What follows belongs to an exercise in optimizing a design on an open flow for small area, a short achievable clock period and few clock cycles per item; a production flow would make more cautious choices.
Where RTL was checked, it was by simulation tests only, not by an equivalence proof against the original.

==> module flex_bch, before the edit <==
module flex_bch (
    input  wire        clk,
    input  wire        rst,
    input  wire        in_valid,
    output wire        in_ready,
    input  wire        in_op,
    input  wire [31:0] in_word,
    output wire        out_valid,
    input  wire        out_ready,
    output wire [31:0] out_word,
    output wire        out_ok,
    output wire [1:0]  out_nfix
);
    wire [4:0] s1, s3;
    wire [9:0] e;            
    wire xn31 = in_word[4] ^ in_word[15];
    wire xn32 = in_word[2] ^ in_word[11];
    wire xn33 = in_word[1] ^ in_word[14];
    wire xn34 = in_word[10] ^ in_word[18];
    wire xn35 = in_word[0] ^ in_word[8];
    wire xn36 = in_word[3] ^ in_word[12];
    wire xn37 = in_word[7] ^ in_word[19];
    wire xn38 = in_word[16] ^ in_word[17];
    wire xn39 = in_word[22] ^ in_word[25];
    wire xn40 = in_word[5] ^ in_word[20];
    wire xn41 = in_word[6] ^ in_word[9];
    wire xn42 = xn31 ^ xn32;
    wire xn43 = xn33 ^ xn34;
    wire xn44 = in_word[13] ^ in_word[15];
    wire xn45 = in_word[21] ^ in_word[24];
    wire xn46 = xn35 ^ xn40;
    wire xn47 = in_word[13] ^ in_word[17];
    wire xn48 = in_word[0] ^ in_word[14];
    wire xn49 = in_word[11] ^ in_word[16];
    wire xn50 = xn36 ^ xn37;
    wire xn51 = xn38 ^ xn41;
    wire xn52 = xn36 ^ xn49;
    wire xn53 = xn32 ^ xn44;
    wire xn54 = in_word[23] ^ in_word[26];
    wire xn55 = in_word[8] ^ in_word[16];
    wire xn56 = in_word[13] ^ in_word[14];
    wire xn57 = in_word[9] ^ in_word[20];
    wire xn58 = in_word[10] ^ in_word[12];
    wire xn59 = in_word[27] ^ in_word[28];
    wire xn60 = in_word[7] ^ in_word[27];
    wire xn61 = in_word[6] ^ in_word[23];
    wire xn62 = xn35 ^ xn37;
    wire xn63 = in_word[19] ^ xn41;
    wire xn64 = xn39 ^ xn59;
    wire xn65 = xn33 ^ xn55;
    wire xn66 = xn39 ^ xn61;
    wire xn67 = xn45 ^ xn48;
    wire xn68 = xn31 ^ xn54;
    wire xn69 = xn47 ^ xn58;
    wire xn70 = xn46 ^ xn51;
    wire xn71 = xn42 ^ xn66;
    wire xn72 = xn42 ^ xn43;
    assign s1[0] = ((((in_word[13] ^ in_word[30]) ^ xn31) ^ (xn39 ^ xn40)) ^ (xn50 ^ xn65));
    assign s1[1] = ((((in_word[13] ^ in_word[18]) ^ (in_word[29] ^ in_word[6])) ^ xn42) ^ (xn50 ^ xn67));
    assign s1[2] = ((((in_word[28] ^ in_word[8]) ^ xn34) ^ (xn37 ^ xn38)) ^ xn71);
    assign s1[3] = ((((in_word[15] ^ in_word[22]) ^ (in_word[3] ^ in_word[5])) ^ (xn45 ^ xn60)) ^ (xn43 ^ xn51));
    assign s1[4] = ((((in_word[21] ^ in_word[2]) ^ xn56) ^ xn68) ^ xn70);
    assign s3[0] = ((((in_word[12] ^ in_word[25]) ^ (in_word[30] ^ in_word[6])) ^ (xn38 ^ xn45)) ^ xn72);
    assign s3[1] = ((((in_word[26] ^ in_word[4]) ^ xn57) ^ xn52) ^ (xn64 ^ xn67));
    assign s3[2] = ((((in_word[0] ^ in_word[18]) ^ (in_word[26] ^ in_word[5])) ^ (xn38 ^ xn39)) ^ (xn50 ^ xn53));
    assign s3[3] = ((((in_word[1] ^ in_word[21]) ^ (in_word[29] ^ in_word[5])) ^ xn64) ^ (xn68 ^ xn69));
    assign s3[4] = (((xn33 ^ xn60) ^ xn46) ^ xn71);
    assign e[0] = (xn69 ^ ((in_word[20] ^ xn37) ^ xn42));
    assign e[1] = (xn63 ^ (xn43 ^ xn52));
    assign e[2] = (xn53 ^ ((in_word[9] ^ (in_word[17] ^ in_word[5])) ^ (xn34 ^ xn35)));
    assign e[3] = (xn65 ^ ((in_word[19] ^ xn57) ^ xn53));
    assign e[4] = (xn62 ^ ((in_word[12] ^ xn44) ^ xn43));
    assign e[5] = (xn63 ^ (((in_word[20] ^ in_word[2]) ^ xn31) ^ (xn34 ^ xn48)));
    assign e[6] = (((in_word[9] ^ (in_word[7] ^ in_word[8])) ^ (xn36 ^ xn40)) ^ xn72);
    assign e[7] = (((in_word[4] ^ (in_word[10] ^ in_word[3])) ^ (xn32 ^ xn33)) ^ ((xn41 ^ xn47) ^ xn62));
    assign e[8] = ((((in_word[19] ^ in_word[1]) ^ xn31) ^ (in_word[3] ^ (in_word[11] ^ in_word[18]))) ^ xn70);
    assign e[9] = (xn52 ^ ((in_word[18] ^ xn56) ^ xn46));
    wire [9:0] d_hi = in_op ? {e[0], e[1], e[2], e[3], e[4], e[5], e[6], e[7], e[8], e[9]}
                            : in_word[30:21];
    reg        full;
    reg [30:0] word;
    assign in_ready  = !full || out_ready;
    assign out_valid = full;
    always @(posedge clk) begin
        if (rst)
            full <= 1'b0;
        else if (in_ready)
            full <= in_valid;
    end
    wire [24:0] g;
    wire [4:0]  tau;
    gf32_inv u_tab (.a(s1), .g(g), .tau(tau));
    wire [4:0] pa, pb;
    gf32_mul u_pa (.a({10'd0, g[14:0]}), .b({2'b00, s3[2:0]}), .y(pa));
    gf32_mul u_pb (.a({g[24:15], 15'd0}), .b({s3[4:3], 3'b000}), .y(pb));
    wire d_ta = ~^(tau[2:0] & s3[2:0]);
    wire d_tb = ^(tau[4:3] & s3[4:3]);
    reg       b31, op, remz, ta, tb;
    reg [4:0] ra, rb, rc;
    always @(posedge clk) begin
        if (in_ready) begin
            b31  <= in_word[31];
            op   <= in_op;
            remz <= (s1 == 5'd0 && s3 == 5'd0);
            ta   <= d_ta;
            tb   <= d_tb;
            word <= {d_hi, in_word[20:0]};
            ra   <= pa;
            rb   <= pb;
            rc   <= pb ^ s1;
        end
    end
    wire fix = !op && !(ta ^ tb);
    wire ok  = op || remz || fix;
    wire [4:0] r1 = ra ^ rc, r2 = ra ^ rb;
    wire b31_out = b31 && !ok;
    wire [30:0] m1, m2;
    gf32_log u_m1 (.a(r1), .m(m1));
    gf32_log u_m2 (.a(r2), .m(m2));
    assign out_word = {b31_out, word ^ ((m1 | m2) & {31{fix}})};
    assign out_ok   = ok;
    assign out_nfix = {fix && r1 != 5'd0, fix && r1 == 5'd0};
endmodule
clock: 8.0 ns
lec_check: 0
cap_margin: 20
core_margin: 2
core_utilization: 40
cts_buf_list: sky130_fd_sc_hd__clkbuf_4 sky130_fd_sc_hd__clkbuf_8
place_density: 0.6
setup_slack_margin: 3.5
slew_margin: 20
standard.sh (not shown) runs the stock make flow with config.mk's settings and CLKGATE_MAP_FILE= SYNTH_SCRIPT=/design/flow/synth_recipe.tcl, a recipe that flattens the netlist after the stock synthesis.
==> flow/flow/run.sh <==
#!/bin/bash
# Layout: the standard flow (standard synthesis, floorplan, power grid, place,
# CTS, route), with small buf_2 cells as the port buffers instead of the delay
# cells buffer_ports picks by default. ORFS's own logs stay in orfs/logs/.
set -euo pipefail
export BUFFER_PORTS_ARGS="-buffer_cell sky130_fd_sc_hd__buf_2"
bash standard.sh > standard.log 2>&1
Testbench counts at the start, summed over its fixed seeds: cycles 4,808, items 4,800.
==> next run, changes <==
--- a/flow/design.v
+++ b/flow/design.v
@@ -177,13 +177,15 @@
     wire [24:0] g;
     wire [4:0]  tau;
     gf32_inv u_tab (.a(s1), .g(g), .tau(tau));
-    wire [4:0] pa, pb;
-    gf32_mul u_pa (.a({10'd0, g[14:0]}), .b({2'b00, s3[2:0]}), .y(pa));
-    gf32_mul u_pb (.a({g[24:15], 15'd0}), .b({s3[4:3], 3'b000}), .y(pb));
-    wire d_ta = ~^(tau[2:0] & s3[2:0]);
-    wire d_tb = ^(tau[4:3] & s3[4:3]);
-    reg       b31, op, remz, ta, tb;
-    reg [4:0] ra, rb, rc;
+    wire [4:0] pa, pb, pc;
+    gf32_mul u_pa (.a({15'd0, g[9:0]}), .b({3'b000, s3[1:0]}), .y(pa));
+    gf32_mul u_pb (.a({5'd0, g[19:10], 10'd0}), .b({1'b0, s3[3:2], 2'b00}), .y(pb));
+    assign pc = g[24:20] & {5{s3[4]}};
+    wire d_ta = ~^(tau[1:0] & s3[1:0]);
+    wire d_tb = ^(tau[3:2] & s3[3:2]);
+    wire d_tc = tau[4] & s3[4];
+    reg       b31, op, remz, ta, tb, tc;
+    reg [4:0] ra, rb, rc, rd;
     always @(posedge clk) begin
         if (in_ready) begin
             b31  <= in_word[31];
@@ -191,20 +193,24 @@
             remz <= (s1 == 5'd0 && s3 == 5'd0);
             ta   <= d_ta;
             tb   <= d_tb;
+            tc   <= d_tc;
             word <= {d_hi, in_word[20:0]};
             ra   <= pa;
             rb   <= pb;
-            rc   <= pb ^ s1;
+            rc   <= pc;
+            rd   <= pc ^ s1;
         end
     end
-    wire fix = !op && !(ta ^ tb);
+    wire fix = !op && !(ta ^ tb ^ tc);
     wire ok  = op || remz || fix;
-    wire [4:0] r1 = ra ^ rc, r2 = ra ^ rb;
+    wire [4:0] rab = ra ^ rb;
+    wire [4:0] r1 = rab ^ rd, r2 = rab ^ rc;
     wire b31_out = b31 && !ok;
     wire [30:0] m1, m2;
     gf32_log u_m1 (.a(r1), .m(m1));
     gf32_log u_m2 (.a(r2), .m(m2));
-    assign out_word = {b31_out, word ^ ((m1 | m2) & {31{fix}})};
+    wire [30:0] fixed = word ^ ((m1 | m2) & {31{fix}});
+    assign out_word = {b31_out, fixed};
     assign out_ok   = ok;
     assign out_nfix = {fix && r1 != 5'd0, fix && r1 == 5'd0};
 endmodule
The new run went through all stages and came out clean.
Non-clock buffer count decreases by 12.
Critical path depth decreases by 3.
Final area increases by 1.8%.
Sequential cell count increases by 6.
Area after synthesis increases by 2.4%.
Clock-buffer cell count increases by 4.
Setup slack improved by 0.049 ns.
Global-route usage decreases by 1.7 points.
Only the layout flow was run in the second run of this note; the RTL was not checked for function there.

what the ideal ports hide:
How much do the figures lean on ideal ports? The routed layouts below were timed once more, with nothing changed but the port constraints. Step 1: set_driving_cell puts a clkbuf_16 on clk and a buf_2 on each other input, an assumption about the parent block. Step 2 moves the port delays by t, midway between the first and last clock arrival at a register: inputs arrive t later, outputs are due t later. That takes back most of the time a late clock gives input paths. Three values: ideal ports, drivers, drivers and shift; two values: the first two.
run	shift t [ns]	setup slack, ns	worst register clock-pin slew, ns
the first run	0.351	3.538 / 3.545 / 3.194	0.11 / 0.11
the second run	0.371	3.587 / 3.603 / 3.232	0.08 / 0.08
After both steps setup and hold are still met in every run listed. For the second run, which loses most, drivers alone change the setup slack by +0.016 ns; drivers and shift together by -0.355 ns.
